From an optimization exercise on the open Yosys and OpenROAD flow, aimed at small area; shortcuts taken in it are not production practice.
Only simulation tests tie the RTL to the original design; equivalence was not proved.
Power is estimated from default activity; no workload was simulated.

==> flow/design.v <==
module car_timer_block (
    input  wire        clk,
    input  wire        rst,           
    input  wire        app_mode,      
    input  wire        step_valid,
    input  wire [31:0] step_word,
    input  wire [31:0] step_ext,
    output reg         done,          
    output reg  [1:0]  status,        
    output reg  [1:0]  res,           
    output reg  [15:0] val,           
    output reg         refused,       
    output reg  [1:0]  refuse_reason, 
    output reg  [7:0]  pwm_ticks,     
    output reg  [7:0]  delay_ticks,   
    output reg         running,       
    output reg         car_emit,      
    output reg  [1:0]  car_cmd,       
    output reg  [3:0]  led_emit,      
    output reg  [3:0]  led_on         
);
    localparam [15:0] PRELOAD_FAST = 16'h0006;
    localparam [15:0] PRELOAD_SLOW = 16'hF0BE;
    localparam [3:0]  CLOCK_FAST   = 4'd4;     
    localparam [3:0]  CLOCK_SLOW   = 4'd7;     
    localparam [3:0]  ABORT_EDGE   = 4'd3;     
    localparam [3:0]  FAST_TIMER   = 4'd0;
    localparam [3:0]  SLOW_TIMER   = 4'd1;
    localparam [3:0]  ABORT_LINE   = 4'd0;
    localparam [1:0] R_OK = 2'd0, R_NOK = 2'd1, R_NULL = 2'd2;
    localparam [1:0] ST_STEP = 2'd0, ST_NOTEN = 2'd1, ST_REFUSE = 2'd2, ST_HALT = 2'd3;
    localparam [1:0] RF_ENC = 2'd1, RF_PWM = 2'd2, RF_OPAQUE = 2'd3;
    localparam [3:0] CB_NULL = 4'd0, CB_FAST = 4'd1, CB_SLOW = 4'd2, CB_ABORT = 4'd3;
    localparam [1:0] K_LONG = 2'd0, K_STOP = 2'd1, K_ROT = 2'd2, K_SHORT = 2'd3;
    localparam [1:0] CAR_FWD = 2'd0, CAR_ROT = 2'd1, CAR_STOP = 2'd2;
    localparam [4:0] B_FAST     = 5'd0,  B_SLOW    = 5'd1,  B_EXTI    = 5'd2,
                     LOOP       = 5'd3,  S_EXTI_DIS= 5'd4,  S_TSTOP   = 5'd5,
                     S_CARSTOP  = 5'd6,  S_LED     = 5'd7,  S_POLL    = 5'd8,
                     S_RUN      = 5'd9,  S_ZERO    = 5'd10, R_EXTI_EN = 5'd11,
                     R_TSTART   = 5'd12, R_SAMPLE  = 5'd13, R_DISPATCH= 5'd14,
                     R_WRAP     = 5'd15, M_LED     = 5'd16, M_STOPCMD = 5'd17,
                     M_PZERO    = 5'd18, M_FSTART  = 5'd19, M_ON      = 5'd20,
                     M_ONCMD    = 5'd21, M_OFF     = 5'd22, M_OFFCMD  = 5'd23,
                     M_FSTOP    = 5'd24, M_PEND    = 5'd25;
    reg [15:0] cnt  [0:2];
    reg [15:0] ocr  [0:2];
    reg [1:0]  wgm  [0:2];
    reg [1:0]  com  [0:2];
    reg [3:0]  cs   [0:2];
    reg [3:0]  cb   [0:2];
    reg [2:0]  toie, ocie, tov, ocf;
    reg        gie;
    reg [2:0]  en, intf;
    reg [1:0]  edge_mode [0:2];
    reg [3:0]  xcb  [0:2];
    reg        btn;
    reg [4:0]  spc;
    reg [7:0]  seq_d;
    reg [1:0]  seq_k;
    reg [15:0] n_cnt  [0:2];
    reg [15:0] n_ocr  [0:2];
    reg [1:0]  n_wgm  [0:2];
    reg [1:0]  n_com  [0:2];
    reg [3:0]  n_cs   [0:2];
    reg [3:0]  n_cb   [0:2];
    reg [2:0]  n_toie, n_ocie, n_tov, n_ocf;
    reg        n_gie;
    reg [2:0]  n_en, n_intf;
    reg [1:0]  n_edge [0:2];
    reg [3:0]  n_xcb  [0:2];
    reg        n_btn;
    reg [4:0]  n_spc;
    reg [7:0]  n_d;
    reg [1:0]  n_k;
    reg [7:0]  n_pwm, n_delay;
    reg        n_running;
    reg [1:0]  n_res;
    reg [15:0] n_val;
    reg        n_refused;
    reg [1:0]  n_reason;
    reg [1:0]  n_status;
    reg        n_car_emit;
    reg [1:0]  n_car_cmd;
    reg [3:0]  n_led_emit, n_led_on;
    function [15:0] max_count;
        input [1:0] t;
        max_count = (t == 2'd1) ? 16'hFFFF : 16'h00FF;
    endfunction
    function [15:0] trunc_w;
        input [1:0]  t;
        input [15:0] v;
        trunc_w = (t == 2'd1) ? v : {8'h00, v[7:0]};
    endfunction
    function clock_valid;
        input [1:0] t;
        input [3:0] c;
        case (c)
            4'd0, 4'd1, 4'd2, 4'd4, 4'd6, 4'd7: clock_valid = 1'b1;
            4'd3, 4'd5:                         clock_valid = (t == 2'd2);
            4'd8, 4'd9:                         clock_valid = (t != 2'd2);
            default:                            clock_valid = 1'b0;
        endcase
    endfunction
    function edge_valid;
        input [1:0] l;
        input [3:0] e;
        case (e)
            4'd0, 4'd1: edge_valid = (l != 2'd2);
            4'd2, 4'd3: edge_valid = 1'b1;
            default:    edge_valid = 1'b0;
        endcase
    endfunction
    function word_valid;
        input [31:0] w;
        input [31:0] x;
        reg [31:0] mask, match;
        reg        known;
        begin
            known = 1'b1;
            mask  = 32'hFFFFFFFF;
            match = 32'h0;
            case (w[31:24])
                8'h10: begin mask = 32'hFF000007; match = 32'h10000000; end
                8'h11: begin mask = 32'hFF0FFF0F; match = 32'h11000000; end
                8'h12: begin mask = 32'hFF00FFFF; match = 32'h12000000; end
                8'h13: begin mask = 32'hFF0FFFFF; match = 32'h13000000; end
                8'h14: begin mask = 32'hFF0FFFFF; match = 32'h14000000; end
                8'h15: begin mask = 32'hFF0FFFFF; match = 32'h15000000; end
                8'h16: begin mask = 32'hFF0FFFFF; match = 32'h16000000; end
                8'h20: begin mask = 32'hFF000007; match = 32'h20000000; end
                8'h22: begin mask = 32'hFF00FFFF; match = 32'h22000000; end
                8'h23: begin mask = 32'hFF0FFFFF; match = 32'h23000000; end
                8'h24: begin mask = 32'hFF0FFFFF; match = 32'h24000000; end
                8'h30: begin mask = 32'hFF00FF07; match = 32'h30000000; end
                8'h31: begin mask = 32'hFF0FFFFF; match = 32'h31000000; end
                8'h32: begin mask = 32'hFF0FFFFF; match = 32'h32000000; end
                8'h33: begin mask = 32'hFF0FFF0F; match = 32'h33000000; end
                8'h80: begin mask = 32'hFF0FFFFF; match = 32'h80000000; end
                8'h81: begin mask = 32'hFF0FFFFF; match = 32'h81000000; end
                8'h82: begin mask = 32'hFFF0FFFF; match = 32'h82000000; end
                8'h83: begin mask = 32'hFFFEFFFF; match = 32'h83000000; end
                8'h84: begin mask = 32'hFFFFFFFF; match = 32'h84000000; end
                default: known = 1'b0;
            endcase
            word_valid = known && ((w & mask) == match);
            if ((w[31:24] == 8'h80 || w[31:24] == 8'h81) && w[23:20] > 4'd2)
                word_valid = 1'b0;
            if (w[31:24] == 8'h82 && w[19:16] > 4'd8)
                word_valid = 1'b0;
            if ((w[31:24] == 8'h14 || w[31:24] == 8'h24) && x[31:16] != 16'h0)
                word_valid = 1'b0;
        end
    endfunction
    task drv_init;
        input        p;
        input [3:0]  id, a, b, c;
        input [31:0] x;
        output [1:0] r;
        reg   [1:0]  t;
        begin
            t = id[1:0];
            if (!p)                         r = R_NOK;
            else if (id > 4'd2)             r = R_NOK;
            else if (a > 4'd3)              r = R_NOK;
            else if ((a == 4'd0 || a == 4'd2) ? (b > 4'd3) : (c > 4'd2))
                                            r = R_NOK;
            else begin
                n_cnt[t] = trunc_w(t, x[15:0]);
                n_ocr[t] = trunc_w(t, x[31:16]);
                n_wgm[t] = a[1:0];
                if (a == 4'd0 || a == 4'd2)
                    n_com[t] = b[1:0];
                else
                    n_com[t] = (c == 4'd0) ? 2'd0 : (c == 4'd1) ? 2'd2 : 2'd3;
                n_cs[t]   = 4'd0;
                n_toie[t] = (a == 4'd0);
                n_ocie[t] = (a == 4'd2);
                n_tov[t]  = 1'b0;
                n_ocf[t]  = 1'b0;
                r = R_OK;
            end
        end
    endtask
    task drv_setcb;
        input [3:0]  id, h;
        output [1:0] r;
        begin
            if (h == CB_NULL)       r = R_NULL;
            else if (id > 4'd2)     r = R_NOK;
            else begin
                n_cb[id[1:0]] = h;
                r = R_OK;
            end
        end
    endtask
    task drv_start;
        input [3:0]  id, a;
        output [1:0] r;
        begin
            if (id > 4'd2)                          r = R_NOK;
            else if (!clock_valid(id[1:0], a))      r = R_NOK;
            else begin
                n_cs[id[1:0]] = a;
                n_gie = 1'b1;
                r = R_OK;
            end
        end
    endtask
    task drv_stop;
        input [3:0]  id;
        output [1:0] r;
        begin
            if (id > 4'd2) r = R_NOK;
            else begin
                n_cs[id[1:0]] = 4'd0;
                r = R_OK;
            end
        end
    endtask
    task drv_setval;
        input [3:0]  id;
        input [15:0] v;
        output [1:0] r;
        begin
            if (id > 4'd2) r = R_NOK;
            else begin
                n_cnt[id[1:0]] = trunc_w(id[1:0], v);
                r = R_OK;
            end
        end
    endtask
    task drv_reset;
        input [3:0]  id;
        output [1:0] r;
        reg   [1:0]  t;
        begin
            t = id[1:0];
            if (id > 4'd2) r = R_NOK;
            else begin
                n_cnt[t]  = 16'h0;
                n_ocr[t]  = 16'h0;
                n_wgm[t]  = 2'd0;
                n_com[t]  = 2'd0;
                n_cs[t]   = 4'd0;
                n_toie[t] = 1'b0;
                n_ocie[t] = 1'b0;
                n_tov[t]  = 1'b0;
                n_ocf[t]  = 1'b0;
                r = R_OK;
            end
        end
    endtask
    task drv_rdcnt;
        input [3:0]  id;
        output [1:0] r;
        begin
            if (id > 4'd2) r = R_NOK;
            else begin
                n_val = cnt[id[1:0]];
                r = R_OK;
            end
        end
    endtask
    task exec_cmd;
        input [31:0] w;
        input [31:0] x;
        reg   [3:0]  id, a, b, c, h;
        reg          p;
        reg   [1:0]  r, r1, r2;
        begin
            id = w[23:20]; a = w[19:16]; b = w[15:12]; c = w[11:8];
            h  = w[7:4];   p = w[3];
            r  = R_OK;
            case (w[31:24])
                8'h10: drv_init(p, id, a, b, c, x, r);
                8'h11: drv_setcb(id, h, r);
                8'h12: drv_start(id, a, r);
                8'h13: drv_stop(id, r);
                8'h14: drv_setval(id, x[15:0], r);
                8'h15: drv_reset(id, r);
                8'h16: drv_rdcnt(id, r);
                8'h20: begin
                    if (!p)              r = R_NULL;
                    else if (id > 4'd2)  r = R_NOK;
                    else begin
                        drv_init(p, id, a, b, c, x, r1);
                        if (r1 == R_OK && h != CB_NULL)
                            drv_setcb(id, h, r2);
                        else
                            r2 = R_OK;
                        r = (r1 == R_OK && r2 == R_OK) ? R_OK : R_NOK;
                    end
                end
                8'h22: begin
                    if (id > 4'd2)       r = R_NOK;
                    else if (a > 4'd9)   r = R_NOK;
                    else                 drv_start(id, a, r);
                end
                8'h23: begin
                    if (id > 4'd2)       r = R_NOK;
                    else                 drv_stop(id, r);
                end
                8'h24: begin
                    if (id > 4'd2)       r = R_NOK;
                    else                 drv_setval(id, x[15:0], r);
                end
                8'h30: begin
                    if (!p)                          r = R_NULL;
                    else if (h == CB_NULL)           r = R_NULL;
                    else if (id > 4'd2)              r = R_NOK;
                    else if (!edge_valid(id[1:0], a)) r = R_NOK;
                    else begin
                        n_edge[id[1:0]] = a[1:0];
                        n_xcb[id[1:0]]  = h;
                        r = R_OK;
                    end
                end
                8'h31: begin
                    if (id > 4'd2) r = R_NOK;
                    else begin n_en[id[1:0]] = 1'b1; r = R_OK; end
                end
                8'h32: begin
                    if (id > 4'd2) r = R_NOK;
                    else begin n_en[id[1:0]] = 1'b0; r = R_OK; end
                end
                8'h33: begin
                    if (h == CB_NULL)    r = R_NULL;
                    else if (id > 4'd2)  r = R_NOK;
                    else begin n_xcb[id[1:0]] = h; r = R_OK; end
                end
                default: r = R_OK;
            endcase
            n_res = r;
        end
    endtask
    reg  [3:0]  ev_id, ev_a;
    reg  [1:0]  t;
    reg  [15:0] old;
    reg         irq_flag, irq_en;
    reg  [3:0]  irq_cb;
    reg  [1:0]  unused_r;
    reg         refuse_now;
    reg  [1:0]  refuse_why;
    reg  [31:0] seq_w, seq_x;      
    reg         seq_cmd;
    reg  [7:0]  p_sample;
    reg  [3:0]  duty;
    integer     i;
    always @* begin
        for (i = 0; i < 3; i = i + 1) begin
            n_cnt[i]  = cnt[i];
            n_ocr[i]  = ocr[i];
            n_wgm[i]  = wgm[i];
            n_com[i]  = com[i];
            n_cs[i]   = cs[i];
            n_cb[i]   = cb[i];
            n_edge[i] = edge_mode[i];
            n_xcb[i]  = xcb[i];
        end
        n_toie = toie; n_ocie = ocie; n_tov = tov; n_ocf = ocf;
        n_gie  = gie;
        n_en   = en;   n_intf = intf;
        n_btn  = btn;
        n_spc  = spc;
        n_d    = seq_d;
        n_k    = seq_k;
        n_pwm  = pwm_ticks;
        n_delay = delay_ticks;
        n_running = running;
        n_res  = res;
        n_val  = val;
        n_refused = refused;
        n_reason  = refuse_reason;
        n_status  = ST_STEP;
        n_car_emit = 1'b0;
        n_car_cmd  = 2'd0;
        n_led_emit = 4'd0;
        n_led_on   = 4'd0;
        ev_id = step_word[23:20];
        ev_a  = step_word[19:16];
        t     = ev_id[1:0];
        old   = cnt[t];
        irq_flag = 1'b0;
        irq_en   = 1'b0;
        irq_cb   = 4'd0;
        unused_r = 2'd0;
        refuse_now = 1'b0;
        refuse_why = 2'd0;
        seq_w   = 32'h0;
        seq_x   = 32'h0;
        seq_cmd = 1'b0;
        p_sample = pwm_ticks;
        duty     = 4'd0;
        if (refused) begin
            n_status = ST_HALT;
        end else if (!word_valid(step_word, step_ext)) begin
            refuse_now = 1'b1;
            refuse_why = RF_ENC;
        end else if (step_word[31:28] != 4'h8) begin
            if (app_mode) begin
                n_status = ST_NOTEN;
            end else begin
                seq_cmd = 1'b1;
                seq_w   = step_word;
                seq_x   = step_ext;
            end
        end else begin
            case (step_word[27:24])
                4'h0: begin
                    if (cs[t] == 4'd0) begin
                        n_status = ST_NOTEN;
                    end else if (wgm[t] == 2'd1 || wgm[t] == 2'd3) begin
                        refuse_now = 1'b1;
                        refuse_why = RF_PWM;
                    end else if (wgm[t] == 2'd0) begin
                        if (old == max_count(t)) begin
                            n_cnt[t] = 16'h0;
                            n_tov[t] = 1'b1;
                        end else begin
                            n_cnt[t] = old + 16'd1;
                        end
                        if (old == ocr[t])
                            n_ocf[t] = 1'b1;
                    end else begin
                        if (old == ocr[t] || old == max_count(t))
                            n_cnt[t] = 16'h0;
                        else
                            n_cnt[t] = old + 16'd1;
                        if (old == ocr[t])
                            n_ocf[t] = 1'b1;
                        if (old == max_count(t))
                            n_tov[t] = 1'b1;
                    end
                end
                4'h1: n_intf[t] = 1'b1;
                4'h2: begin
                    case (ev_a)
                        4'd0: begin irq_flag = intf[0]; irq_en = en[0];   irq_cb = xcb[0]; end
                        4'd1: begin irq_flag = intf[1]; irq_en = en[1];   irq_cb = xcb[1]; end
                        4'd2: begin irq_flag = intf[2]; irq_en = en[2];   irq_cb = xcb[2]; end
                        4'd3: begin irq_flag = tov[0];  irq_en = toie[0]; irq_cb = cb[0];  end
                        4'd4: begin irq_flag = ocf[0];  irq_en = ocie[0]; irq_cb = cb[0];  end
                        4'd5: begin irq_flag = tov[1];  irq_en = toie[1]; irq_cb = cb[1];  end
                        4'd6: begin irq_flag = ocf[1];  irq_en = ocie[1]; irq_cb = cb[1];  end
                        4'd7: begin irq_flag = tov[2];  irq_en = toie[2]; irq_cb = cb[2];  end
                        default: begin irq_flag = ocf[2]; irq_en = ocie[2]; irq_cb = cb[2]; end
                    endcase
                    if (!(gie && irq_flag && irq_en)) begin
                        n_status = ST_NOTEN;
                    end else if (irq_cb > CB_ABORT) begin
                        refuse_now = 1'b1;
                        refuse_why = RF_OPAQUE;
                    end else begin
                        case (ev_a)
                            4'd0: n_intf[0] = 1'b0;
                            4'd1: n_intf[1] = 1'b0;
                            4'd2: n_intf[2] = 1'b0;
                            4'd3: n_tov[0]  = 1'b0;
                            4'd4: n_ocf[0]  = 1'b0;
                            4'd5: n_tov[1]  = 1'b0;
                            4'd6: n_ocf[1]  = 1'b0;
                            4'd7: n_tov[2]  = 1'b0;
                            default: n_ocf[2] = 1'b0;
                        endcase
                        case (irq_cb)
                            CB_FAST: begin
                                n_pwm = pwm_ticks + 8'd1;
                                drv_setval(FAST_TIMER, PRELOAD_FAST, unused_r);
                            end
                            CB_SLOW: begin
                                n_delay = delay_ticks + 8'd1;
                                drv_setval(SLOW_TIMER, PRELOAD_SLOW, unused_r);
                            end
                            CB_ABORT: begin
                                n_pwm     = 8'd0;
                                n_delay   = 8'd0;
                                n_running = 1'b0;
                            end
                            default: ;
                        endcase
                    end
                end
                4'h3: n_btn = ev_a[0];
                default: begin
                    if (!app_mode) begin
                        n_status = ST_NOTEN;
                    end else begin
                        case (seq_k)
                            K_SHORT: duty = 4'd3;
                            default: duty = 4'd5;
                        endcase
                        case (spc)
                            B_FAST: begin
                                seq_cmd = 1'b1;
                                seq_w = {4'h2, 4'h0, FAST_TIMER, 4'd0, 4'd0, 4'd0, CB_FAST, 1'b1, 3'b000};
                                seq_x = {16'h0, PRELOAD_FAST};
                                n_spc = B_SLOW;
                            end
                            B_SLOW: begin
                                seq_cmd = 1'b1;
                                seq_w = {4'h2, 4'h0, SLOW_TIMER, 4'd0, 4'd0, 4'd0, CB_SLOW, 1'b1, 3'b000};
                                seq_x = {16'h0, PRELOAD_SLOW};
                                n_spc = B_EXTI;
                            end
                            B_EXTI: begin
                                seq_cmd = 1'b1;
                                seq_w = {4'h3, 4'h0, ABORT_LINE, ABORT_EDGE, 4'd0, 4'd0, CB_ABORT, 1'b1, 3'b000};
                                n_spc = LOOP;
                            end
                            LOOP: n_spc = running ? R_EXTI_EN : S_EXTI_DIS;
                            S_EXTI_DIS: begin
                                seq_cmd = 1'b1;
                                seq_w = {4'h3, 4'h2, ABORT_LINE, 20'h0};
                                n_spc = S_TSTOP;
                            end
                            S_TSTOP: begin
                                seq_cmd = 1'b1;
                                seq_w = {4'h2, 4'h3, SLOW_TIMER, 20'h0};
                                n_spc = S_CARSTOP;
                            end
                            S_CARSTOP: begin
                                n_car_emit = 1'b1;
                                n_car_cmd  = CAR_STOP;
                                n_spc = S_LED;
                            end
                            S_LED: begin
                                n_led_emit = 4'b1000;
                                n_led_on   = 4'b1000;
                                n_spc = S_POLL;
                            end
                            S_POLL: n_spc = btn ? S_RUN : LOOP;
                            S_RUN: begin
                                n_running = 1'b1;
                                n_spc = S_ZERO;
                            end
                            S_ZERO: begin
                                n_delay = 8'd0;
                                n_spc = LOOP;
                            end
                            R_EXTI_EN: begin
                                seq_cmd = 1'b1;
                                seq_w = {4'h3, 4'h1, ABORT_LINE, 20'h0};
                                n_spc = R_TSTART;
                            end
                            R_TSTART: begin
                                seq_cmd = 1'b1;
                                seq_w = {4'h2, 4'h2, SLOW_TIMER, CLOCK_SLOW, 16'h0};
                                n_spc = R_SAMPLE;
                            end
                            R_SAMPLE: begin
                                n_d = delay_ticks;
                                n_spc = R_DISPATCH;
                            end
                            R_DISPATCH: begin
                                if (seq_d <= 8'd2) begin
                                    n_spc = LOOP;
                                end else if (seq_d > 8'd18) begin
                                    n_spc = R_WRAP;
                                end else begin
                                    if (seq_d <= 8'd8)       n_k = K_LONG;
                                    else if (seq_d == 8'd9)  n_k = K_STOP;
                                    else if (seq_d == 8'd10) n_k = K_ROT;
                                    else if (seq_d == 8'd11) n_k = K_STOP;
                                    else if (seq_d <= 8'd15) n_k = K_SHORT;
                                    else if (seq_d == 8'd16) n_k = K_STOP;
                                    else if (seq_d == 8'd17) n_k = K_ROT;
                                    else                     n_k = K_STOP;
                                    n_spc = M_LED;
                                end
                            end
                            R_WRAP: begin
                                n_delay = 8'd2;
                                n_spc = LOOP;
                            end
                            M_LED: begin
                                n_led_emit = 4'b1111;
                                case (seq_k)
                                    K_SHORT: n_led_on = 4'b0001;
                                    K_LONG:  n_led_on = 4'b0010;
                                    K_ROT:   n_led_on = 4'b0100;
                                    default: n_led_on = 4'b1000;
                                endcase
                                n_spc = (seq_k == K_STOP) ? M_STOPCMD : M_PZERO;
                            end
                            M_STOPCMD: begin
                                n_car_emit = 1'b1;
                                n_car_cmd  = CAR_STOP;
                                n_spc = LOOP;
                            end
                            M_PZERO: begin
                                n_pwm = 8'd0;
                                n_spc = M_FSTART;
                            end
                            M_FSTART: begin
                                seq_cmd = 1'b1;
                                seq_w = {4'h2, 4'h2, FAST_TIMER, CLOCK_FAST, 16'h0};
                                n_spc = M_ON;
                            end
                            M_ON: begin
                                p_sample = pwm_ticks;
                                n_spc = (p_sample < {4'd0, duty}) ? M_ONCMD : M_OFF;
                            end
                            M_ONCMD: begin
                                n_car_emit = 1'b1;
                                n_car_cmd  = (seq_k == K_ROT) ? CAR_ROT : CAR_FWD;
                                n_spc = M_ON;
                            end
                            M_OFF: begin
                                p_sample = pwm_ticks;
                                n_spc = ({4'd0, duty} <= p_sample && p_sample < 8'd10) ? M_OFFCMD : M_FSTOP;
                            end
                            M_OFFCMD: begin
                                n_car_emit = 1'b1;
                                n_car_cmd  = CAR_STOP;
                                n_spc = M_OFF;
                            end
                            M_FSTOP: begin
                                seq_cmd = 1'b1;
                                seq_w = {4'h2, 4'h3, FAST_TIMER, 20'h0};
                                n_spc = M_PEND;
                            end
                            M_PEND: begin
                                n_pwm = 8'd0;
                                n_spc = LOOP;
                            end
                            default: n_spc = LOOP;
                        endcase
                    end
                end
            endcase
        end
        if (seq_cmd)
            exec_cmd(seq_w, seq_x);
        if (refuse_now) begin
            n_status  = ST_REFUSE;
            n_refused = 1'b1;
            n_reason  = refuse_why;
        end
    end
    always @(posedge clk) begin
        if (rst) begin
            for (i = 0; i < 3; i = i + 1) begin
                cnt[i]       <= 16'h0;
                ocr[i]       <= 16'h0;
                wgm[i]       <= 2'd0;
                com[i]       <= 2'd0;
                cs[i]        <= 4'd0;
                cb[i]        <= 4'd0;
                edge_mode[i] <= 2'd0;
                xcb[i]       <= 4'd0;
            end
            toie <= 3'b0; ocie <= 3'b0; tov <= 3'b0; ocf <= 3'b0;
            gie  <= 1'b0;
            en   <= 3'b0; intf <= 3'b0;
            btn  <= 1'b0;
            spc  <= B_FAST;
            seq_d <= 8'd0;
            seq_k <= 2'd0;
            pwm_ticks   <= 8'd0;
            delay_ticks <= 8'd0;
            running     <= 1'b0;
            res  <= R_OK;
            val  <= 16'h0;
            refused       <= 1'b0;
            refuse_reason <= 2'd0;
            done     <= 1'b0;
            status   <= 2'd0;
            car_emit <= 1'b0;
            car_cmd  <= 2'd0;
            led_emit <= 4'd0;
            led_on   <= 4'd0;
        end else begin
            done <= step_valid;
            if (step_valid) begin
                for (i = 0; i < 3; i = i + 1) begin
                    cnt[i]       <= n_cnt[i];
                    ocr[i]       <= n_ocr[i];
                    wgm[i]       <= n_wgm[i];
                    com[i]       <= n_com[i];
                    cs[i]        <= n_cs[i];
                    cb[i]        <= n_cb[i];
                    edge_mode[i] <= n_edge[i];
                    xcb[i]       <= n_xcb[i];
                end
                toie <= n_toie; ocie <= n_ocie; tov <= n_tov; ocf <= n_ocf;
                gie  <= n_gie;
                en   <= n_en;   intf <= n_intf;
                btn  <= n_btn;
                spc  <= n_spc;
                seq_d <= n_d;
                seq_k <= n_k;
                pwm_ticks   <= n_pwm;
                delay_ticks <= n_delay;
                running     <= n_running;
                res  <= n_res;
                val  <= n_val;
                refused       <= n_refused;
                refuse_reason <= n_reason;
                status   <= n_status;
                car_emit <= n_car_emit;
                car_cmd  <= n_car_cmd;
                led_emit <= n_led_emit;
                led_on   <= n_led_on;
            end else begin
                status   <= 2'd0;
                car_emit <= 1'b0;
                car_cmd  <= 2'd0;
                led_emit <= 4'd0;
                led_on   <= 4'd0;
            end
        end
    end
endmodule
==> flow/run.sh <==
#!/bin/bash
# synth_recipe.tcl (not shown) runs the flow's synth.tcl, then flattens the netlist and writes it again
# the make line also repeats each setting of config.mk as NAME=value (left out here)
make -C /OpenROAD-flow-scripts/flow DESIGN_CONFIG=/design/flow/config.mk WORK_HOME=/design/flow/orfs CLKGATE_MAP_FILE= SYNTH_SCRIPT=/design/flow/synth_recipe.tcl finish
==> flow/config.mk <==
export PLATFORM = sky130hd
export DESIGN_NAME = car_timer_block
export DESIGN_NICKNAME = car_timer_block
export VERILOG_FILES = /design/flow/design.v
export SDC_FILE = /design/flow/constraint.sdc
export NUM_CORES = 4
export LEC_CHECK = 0
export CAP_MARGIN = 20
export CORE_MARGIN = 2
export CORE_UTILIZATION = 40
export SLEW_MARGIN = 20
==> flow/constraint.sdc <==
create_clock -name core_clock -period 10.0 [get_ports {clk}]
set_input_delay 2.0000 -clock core_clock [delete_from_list [all_inputs] [get_ports {clk}]]
set_output_delay 2.0000 -clock core_clock [all_outputs]
set_load 0.01 [all_outputs]
==> reports/metrics.yaml <==
logic_synthesis:
  synth-main-ff-cell: "dfxtp_1"
  synth_warnings: 17
  yosys_register_bits: 223
  synthArstFlopShare_pct: 0
  synth_cell_types: 98
  netlist_area_um2: 14900
  ys_seq_area_share_pct: 30.1
  synthCells: 1990
  syn_nets: 2071
  synth_edf_count: 0
  avgSynthCellArea_um2: 7.46
power_and_ir_drop:
  powerDensity_nw_per_um2: 124
  p_sw_w: 0.000588
  seqPwrFrac_pct: 42.3
  swShare_pct: 27.6
  internal_power_w: 0.00154
  clkPwrFrac_pct: 45.7
  comb_power_share_pct: 12.0
  p_leak_nw: 5.76
  irDropWorstVdd_uv: 115
grt:
  grt_use_total_pct: 32.8
  grt_pass1_vias: 15300
  antenna_found_initial: 0
  grt_max_degree: 61
  overflow: 0
  grt_pass1_wl_um: 96800
timing:
  fin_setup_tns_ns: 0
  fin_ws_ns: 1.77
  fin_worst_skew_ns: 0.0319
  finalCritPeriodShare_pct: 82.3
  rsz0062_at_grt: "false"
  setup-violations-final: 0
  maxSlewViolCount: 0
  fmax_mhz: 121
  slew_headroom_pct: 20.8
  worstMarginPinSlew_ns: 1.18
  final-hold-violation-count: 0
  fin_crit_ns: 8.23
placement:
  port-buffer-count: 119
  placed_area_um2: 16300
  pre_cts_ws_ns: 1.18
  dp_cells: 2470
  place_hpwl_um: 46600
  gp_congestion: 1.00
worst_setup_path:
  end_kind: "register"
  cp.required_ns: 10.52
  critPathKind: "in -> reg"
  start_kind: "input port"
  rr_startpoint: "spc[3]"
  cp.arrival_ns: 8.75
  path_max_fanout: 30
  startpoint: "step_word[24]"
clock_network:
  hold_buffers: 0
  htree_levels: 1
  cts_setup_buffers: 0
  clockBufferDepth: 3
  cts.clk_slew.worst_paths_ns: 0.06
  clkSinkCount: 223
  cts_resized: 0
  cts_tree: "done"
  clock_latency_ns: 0.58
  root_buffer: "clkbuf_16"
  cts_buffers: 26
finish:
  area_growth_pct: 15.7
  nNetsFinal: 2112
  mostFrequentLayoutCell: "nand2_1"
  final_cell_area_um2: 17200
  final_core_util_pct: 46.9
  diodes: 0
  drive_gt1_share_pct: 7.17
  layout_common_cells: "251 x nand2_1, 223 x dfxtp_1, 193 x nor2_1, 150 x a21oi_1, 122 x nand3_1"
  fillers: 3727
  final-instance-count-excl-fill: 2519
floorplan:
  initial_core_util_pct: 40.6
  fp.dieW_um: 197
  num_rows: 70
  coreArea_um2: 36600
  io_pins: 120
  dieArea_um2: 38700
  fp.dieH_um: 197
run:
  drv_cap: 0
route:
  dr.pass1.iters: 5
  route.detailed.drc: 0
  totalWireLength_um: 65100
  drt_iter0_markers: 1864
  ant_nets: 0
  wl_per_cell_um: 25.9
  vias: 16300
  via_per_inst: 6.46
worst_hold_path:
  min_from: "val[5]"
  hold_path.class: "reg -> reg"
run_status:
  status: "no timing/DRC/antenna violations"
-- state kept, by name, indices dropped and copies added (netlist names), 8 cells and up, named ones only --
register	cells
cnt	48
ocr	48
val	16
cb	12
cs	12
xcb	12
delay_ticks	8
pwm_ticks	8
seq_d	8
-- cell type report --
class / count / area [um2] / share of cell area (%)
multi-input cells: 1581 / 9630 / 56.1
flip-flops and latches: 223 / 4460 / 26.0
repair buffers: 159 / 1490 / 8.66
clock buffers: 37 / 742 / 4.32
well taps: 468 / 586 / 3.41
inverters: 40 / 150 / 0.874
clock inverters: 11 / 123 / 0.714
-- kinds of logic after synthesis --
logic type	count (synthesis)	synth area share [%]
compound gates	548	24.6
xor+xnor	52	3.07
fa+ha+maj	13	1.10
buf+inv	186	5.28
flops	223	30.1
mux	71	5.06
simple gates	897	30.8
-- power by group through the flow --
| stage | registers [W] | logic [W] | clock network, W |
|---|---|---|---|
| final | 0.000902 | 0.000255 | 0.000976 |
| after global routing | 0.000902 | 0.000268 | 0.00103 |
| after CTS | 0.000901 | 0.000248 | 0.000989 |
| after detailed placement | 0.000921 | 0.000247 | 0 |
| after global placement | 0.000921 | 0.000248 | 0 |
| after floorplan | 0.000919 | 0.000144 | 0 |
-- metrics by stage --
stage / total power [W] / hold slack, ns
after global placement: 0.00117 / 0.436
after floorplan: 0.00106 / 0.420
final: 0.00213 / 0.449
after detailed placement: 0.00117 / 0.444
after global routing: 0.00220 / 0.467
after CTS: 0.00214 / 0.451
-- metal layers --
layer	vias to the layer above	routed length [um]	GRT usage [%]
met5	-	0	0
met4	0	4060	18.8
met3	239	5120	5.07
met2	887	29100	52.1
met1	7694	26800	42.4
li1	7441	-	-
-- cells in the mapped netlist, types with 19 or more instances --
cell type	number	area share (%)
a211oi_1	28	1.4
a21o_1	22	1.1
a21oi_1	152	5.1
a22o_1	25	1.5
a22oi_1	50	2.5
a31oi_1	22	0.93
and3_1	21	0.88
buf_1	20	0.51
buf_2	22	0.74
clkbuf_1	93	2.4
dfxtp_1	223	30
inv_1	38	0.96
mux2i_1	66	4.4
nand2_1	251	6.3
nand3_1	122	4.1
nand4_1	50	2.1
nor2_1	194	4.9
nor2b_1	20	0.84
nor3_1	61	2.1
nor4_1	28	1.2
o211ai_1	22	1.1
o21ai_0	98	3.3
xnor2_1	19	1.1
xor2_1	33	1.9
-- worst max-delay path, cell delays in order --
cell             delay (ns)
clkdlybuf4s50_1        0.81
or4_4                  0.77
o31ai_4                0.28
nand4_1                0.12
nor2_1                 0.24
nand4b_1               0.45
or2_2                  0.53
nor2_1                 0.23
nand2_1                0.17
inv_1                  0.09
ha_1                   0.16
o21ai_0                0.15
nand2_1                0.42
nand2_1                0.09
or4b_1                 0.71
nor2_4                 0.22
nand2_1                0.62
or3_1                  0.58
nand2_1                0.07
-- path summary, 6_finish.rpt --
kind	endpoint	slack (ns)	depth (start not counted)
worst max-delay path	ocie[0]	1.77	19
worst min-delay path	val[5]	0.45	2
worst max register to register	ocie[0]	4.77	14
worst min register to register	val[5]	0.45	2

-- separate check: timing with driven ports --
Ports are ideal in the flow. The routed layout listed here was re-timed in OpenROAD. Step 1 (the two cells are an assumption about what drives the block):
set clk [get_ports {clk}]
set_driving_cell -lib_cell sky130_fd_sc_hd__clkbuf_16 $clk
set_driving_cell -lib_cell sky130_fd_sc_hd__buf_2 [delete_from_list [all_inputs] $clk]
Step 2 also shifts input and output timing later by t, the mid clock arrival at the registers, as if the neighbouring blocks saw the same clock. Three values: ideal ports, drivers, drivers and shift; two values: the first two.
shift t [ns]: 0.623
slack for setup (ns): 1.768 / 1.804 / 1.180
worst data-port slew with drivers (ns): 0.04
After both steps setup and hold are still met in this run. For this run, drivers alone change the setup slack by +0.036 ns; drivers and shift together by -0.588 ns.
